This design comes from an exercise in tuning for small area on the open sky130 flow, not from production work.
Only simulation tests tie the RTL to the original design; equivalence was not proved.
No activity file was given, so power comes from the tool's default toggle rates.

// sfc
module sfc (
    input  wire       clk,
    input  wire       rst,           
    input  wire       host_we,
    input  wire [7:0] host_addr,
    input  wire [7:0] host_wdata,
    output reg  [7:0] host_rdata,
    output wire       tx_valid,
    output reg  [7:0] tx_data,
    input  wire       tx_ack,
    input  wire       tx_err,
    output wire       rx_ready,
    input  wire       rx_valid,
    input  wire [7:0] rx_data,
    input  wire       rx_err,
    input  wire       timeout
);
For scale: about 430 flip-flops, ~21000 um^2 of cells after synthesis.
==> flow/config.mk <==
export PLATFORM = sky130hd
export DESIGN_NAME = sfc
export DESIGN_NICKNAME = sfc
export VERILOG_FILES = /design/flow/design.v
export SDC_FILE = /design/flow/constraint.sdc
export NUM_CORES = 4
export LEC_CHECK = 0
export CAP_MARGIN = 20
export CORE_MARGIN = 2
export CORE_UTILIZATION = 40
export SLEW_MARGIN = 20
==> flow/constraint.sdc <==
create_clock -name core_clock -period 12.0 [get_ports {clk}]
set_input_delay 2.4000 -clock core_clock [delete_from_list [all_inputs] [get_ports {clk}]]
set_output_delay 2.4000 -clock core_clock [all_outputs]
set_load 0.01 [all_outputs]
standard.sh (not shown) runs the stock make flow with config.mk's settings and CLKGATE_MAP_FILE= SYNTH_SCRIPT=/design/flow/synth_recipe.tcl, a recipe that flattens the netlist after the stock synthesis.
==> flow/flow/run.sh <==
#!/bin/bash
# Own layout flow: the standard ORFS flow (same make targets, config.mk,
# SDC and synth_recipe.tcl) with these changes:
#  1. Synthesis maps the combinational logic for area: Yosys's synth skips
#     its quick ABC pre-mapping in the "fine" stage (so full adders are
#     extracted from the $macc mapping without polarity inverters), and the
#     final ABC call runs flow/area.abc instead of ORFS's delay script.
#     Every other synthesis step is unchanged, so the registers are the
#     standard synthesis's; the standard synthesis is run first and each
#     register gets the exact name it has there (without the pre-mapping
#     Yosys can record an enable's polarity differently in the name suffix).
#  2. Port buffers are sky130_fd_sc_hd__buf_1 (every port still gets one).
#  3. CTS clusters 25 flip-flops per clkbuf_16 and adds no dummy loads.
# Each tool's output goes to a log of its own in this folder (std_synth.log,
# std_regs.log, make.log, write_def.log); ORFS keeps its per-step logs under
# orfs/logs/ (orfs_std/logs/ for the standard synthesis).
set -euo pipefail
W=$(pwd)
R="$W/orfs/results/sky130hd/sfc/base"

# Standard synthesis, for the register names.
bash "$W/standard.sh" synth > "$W/std_synth.log" 2>&1
yosys -q -p "read_verilog $R/1_2_yosys.v; hierarchy -top $FLOW_TOP; select -write $W/std_regs.txt t:sky130_fd_sc_hd__*df*" > "$W/std_regs.log" 2>&1
mv "$W/orfs" "$W/orfs_std"

export MY_ABC_SCRIPT="$W/flow/area.abc"
export MY_STD_REGS="$W/std_regs.txt"
export BUFFER_PORTS_ARGS="-buffer_cell sky130_fd_sc_hd__buf_1"
export CTS_ARGS="-sink_clustering_enable -repair_clock_nets -sink_clustering_size 25 -sink_clustering_max_diameter 80 -buf_list sky130_fd_sc_hd__clkbuf_16 -dont_use_dummy_load"

# synth_recipe.tcl's first line defines synth (with -nofsm -noshare); keep it
# and add -noabc to the "fine:" run.
head -n 1 "$W/synth_recipe.tcl" > "$W/own_synth.tcl"
tail -n +2 "$W/synth_recipe.tcl" > "$W/synth_recipe_rest.tcl"
cat >> "$W/own_synth.tcl" <<EOF
rename synth synth_recipe_proc
proc synth {args} {
  if {[lsearch -exact \$args fine:] >= 0} { lappend args -noabc }
  synth_recipe_proc {*}\$args
}
proc abc {args} {
  set i [lsearch -exact \$args -script]
  if {\$i >= 0} { set args [lreplace \$args [expr {\$i + 1}] [expr {\$i + 1}] \$::env(MY_ABC_SCRIPT)] }
  yosys abc {*}\$args
}
source {$W/synth_recipe_rest.tcl}
source {$W/flow/std_names.tcl}
EOF

make -C "$FLOW_HOME" DESIGN_CONFIG="$W/config.mk" WORK_HOME="$W/orfs" CLKGATE_MAP_FILE= \
  SYNTH_SCRIPT="$W/own_synth.tcl" finish > "$W/make.log" 2>&1

: # left out here: write the final layout as DEF
Other scripts of this flow, unchanged in this note and not shown: flow/flow/area.abc, flow/flow/std_names.tcl
The baseline finished clean.
Change:
--- a/flow/design.v
+++ b/flow/design.v
@@ -321,59 +321,60 @@
             txpay_q <= enc_payload;
             txcs_q  <= enc_csum;
         end
     always @(posedge clk)
         if (dec_now) begin
             typetag_q   <= rxbuf_q[15:8];
             csum_calc_q <= add_sum;
             csum_ok_q   <= dec_csum_ok;
             res_q       <= rxbuf_q[63:16];
         end
     assign tx_valid = (phase == P_TX);
     assign rx_ready = phase[1];
-    wire [151:0] txframe = {8'hAB, txcs_q, 8'hFF, 8'hFF, txpay_q, txcmd_q, 8'hB4, 8'hAA};
-    integer t;
-    always @* begin
-        tx_data = 8'h00;
-        for (t = 0; t < 19; t = t + 1)
-            if (txcnt_q == t)
-                tx_data = tx_data | txframe[8*t +: 8];
-    end
+    function [7:0] txbyte;
+        input [4:0] idx;
+        begin
+            case (idx)
+                5'd0:  txbyte = 8'hAA;
+                5'd1:  txbyte = 8'hB4;
+                5'd2:  txbyte = txcmd_q;
+                5'd15: txbyte = 8'hFF;
+                5'd16: txbyte = 8'hFF;
+                5'd17: txbyte = txcs_q;
+                5'd18: txbyte = 8'hAB;
+                default: txbyte = txpay_q[8*(idx - 5'd3) +: 8];
+            endcase
+        end
+    endfunction
+    always @* tx_data = txbyte(txcnt_q);
     wire rep_v = (rkind_q == K_ACK) || (rkind_q == K_DATA) || (rkind_q == K_FW) ||
                  (rkind_q == K_UNKNOWN) || (errcode_q == E_MALFORMED) ||
                  (errcode_q == E_CSUM);
     wire rk_data = (rkind_q == K_DATA);
     wire rk_fw   = (rkind_q == K_FW);
     wire [127:0] blk0 = {
         {4'd0, rxcnt_q}, {3'd0, txcnt_q}, disc_q[15:8], disc_q[7:0],
         {7'd0, rep_v && csum_ok_q}, csum_calc_q & {8{rep_v}}, typetag_q & {8{rep_v}},
         arg1_q, arg0_q, plen_q, cmd_q, {5'd0, rkind_q}, {5'd0, errcode_q},
         {6'd0, to_en_q, fwcs_en_q}, {4'd0, collide_q, err_q, done_q, busy}, op_q};
     wire [127:0] blk1 = {32'd0, payload_q};
     wire [255:0] blk2 = {104'd0, 8'hAB, txcs_q, 8'hFF, 8'hFF, txpay_q, txcmd_q, 8'hB4, 8'hAA};
     wire [127:0] blk4 = {48'd0, rxbuf_q};
     wire [47:0]  rd = res_q & {48{rk_fw}};
     wire [127:0] blk5 = {56'd0, rd[47:40], rd[39:32], rd[31:24], rd[23:16], rd[15:8],
                          res_q[31:0] & {32{rk_data}}};
-    wire [15:0] lo_sel, hi_sel;
-    genvar gi;
-    generate
-        for (gi = 0; gi < 16; gi = gi + 1) begin : g_dec
-            assign lo_sel[gi] = (host_addr[3:0] == gi);
-            assign hi_sel[gi] = (host_addr[7:4] == gi);
-        end
-    endgenerate
-    reg [7:0] rmux;
-    integer k;
+    wire [7:0] r0 = blk0[8*host_addr[3:0] +: 8];
+    wire [7:0] r1 = blk1[8*host_addr[3:0] +: 8];
+    wire [7:0] r2 = blk2[8*host_addr[4:0] +: 8];
+    wire [7:0] r4 = blk4[8*host_addr[3:0] +: 8];
+    wire [7:0] r5 = blk5[8*host_addr[3:0] +: 8];
     always @* begin
-        rmux = 8'h00;
-        for (k = 0; k < 16; k = k + 1) begin
-            rmux = rmux | (blk0[8*k +: 8] & {8{hi_sel[0] & lo_sel[k]}});
-            rmux = rmux | (blk1[8*k +: 8] & {8{hi_sel[1] & lo_sel[k]}});
-            rmux = rmux | (blk2[8*k +: 8] & {8{txv_q & hi_sel[2] & lo_sel[k]}});
-            rmux = rmux | (blk2[128 + 8*k +: 8] & {8{txv_q & hi_sel[3] & lo_sel[k]}});
-            rmux = rmux | (blk4[8*k +: 8] & {8{hi_sel[4] & lo_sel[k]}});
-            rmux = rmux | (blk5[8*k +: 8] & {8{hi_sel[5] & lo_sel[k]}});
-        end
+        case (host_addr[7:4])
+            4'h0:      host_rdata = r0;
+            4'h1:      host_rdata = r1;
+            4'h2, 4'h3: host_rdata = txv_q ? r2 : 8'h00;
+            4'h4:      host_rdata = r4;
+            4'h5:      host_rdata = r5;
+            default:   host_rdata = 8'h00;
+        endcase
     end
-    always @* host_rdata = rmux;
 endmodule
The new run finished clean.
Count of clock-buffer cells in the layout shrinks by 7.
Worst hold slack hardly moves.
Cell count rose by about 1.7%.
Cell area rose by about 1.4%.
Combinational power climbs by 53%.
Synthesized cell count increases by 3.3%.
Setup slack gains 130 ps.
Non-clock buffer count shrinks by 18.
Sequential cell count does not change.

[afterwards: timing with drivers on the ports]
The results above use ideal ports. As a check the final layouts listed here were re-extracted and re-timed, cells and wires unchanged.
Step 1 (the two cells are an assumption about what drives the block):
set clk [get_ports {clk}]
set_driving_cell -lib_cell sky130_fd_sc_hd__clkbuf_16 $clk
set_driving_cell -lib_cell sky130_fd_sc_hd__buf_2 [delete_from_list [all_inputs] $clk]
Step 2 adds t to the input delays and takes it off the output delays; t is the mean of the earliest and latest rising clock arrival at the registers after step 1. Input paths then give back, and output paths get back, about the clock's delay inside the block.
Slacks: no drivers / after step 1 / after step 2; pairs: no drivers / after step 1.
| run | shift t [ns] | setup slack, ns | clock arrival spread, ns | worst data-port slew with drivers (ns) | pins driven straight from the clock port |
|---|---|---|---|---|---|
| the first run | 0.661 | 1.331 / 1.365 / 0.703 | 0.069 / 0.069 | 0.08 | 1 |
| the second run | 0.623 | 1.459 / 1.458 / 0.835 | 0.051 / 0.051 | 0.09 | 1 |
After both steps setup and hold are still met in every run listed. For the first run, which loses most, drivers alone change the setup slack by +0.034 ns; drivers and shift together by -0.628 ns.
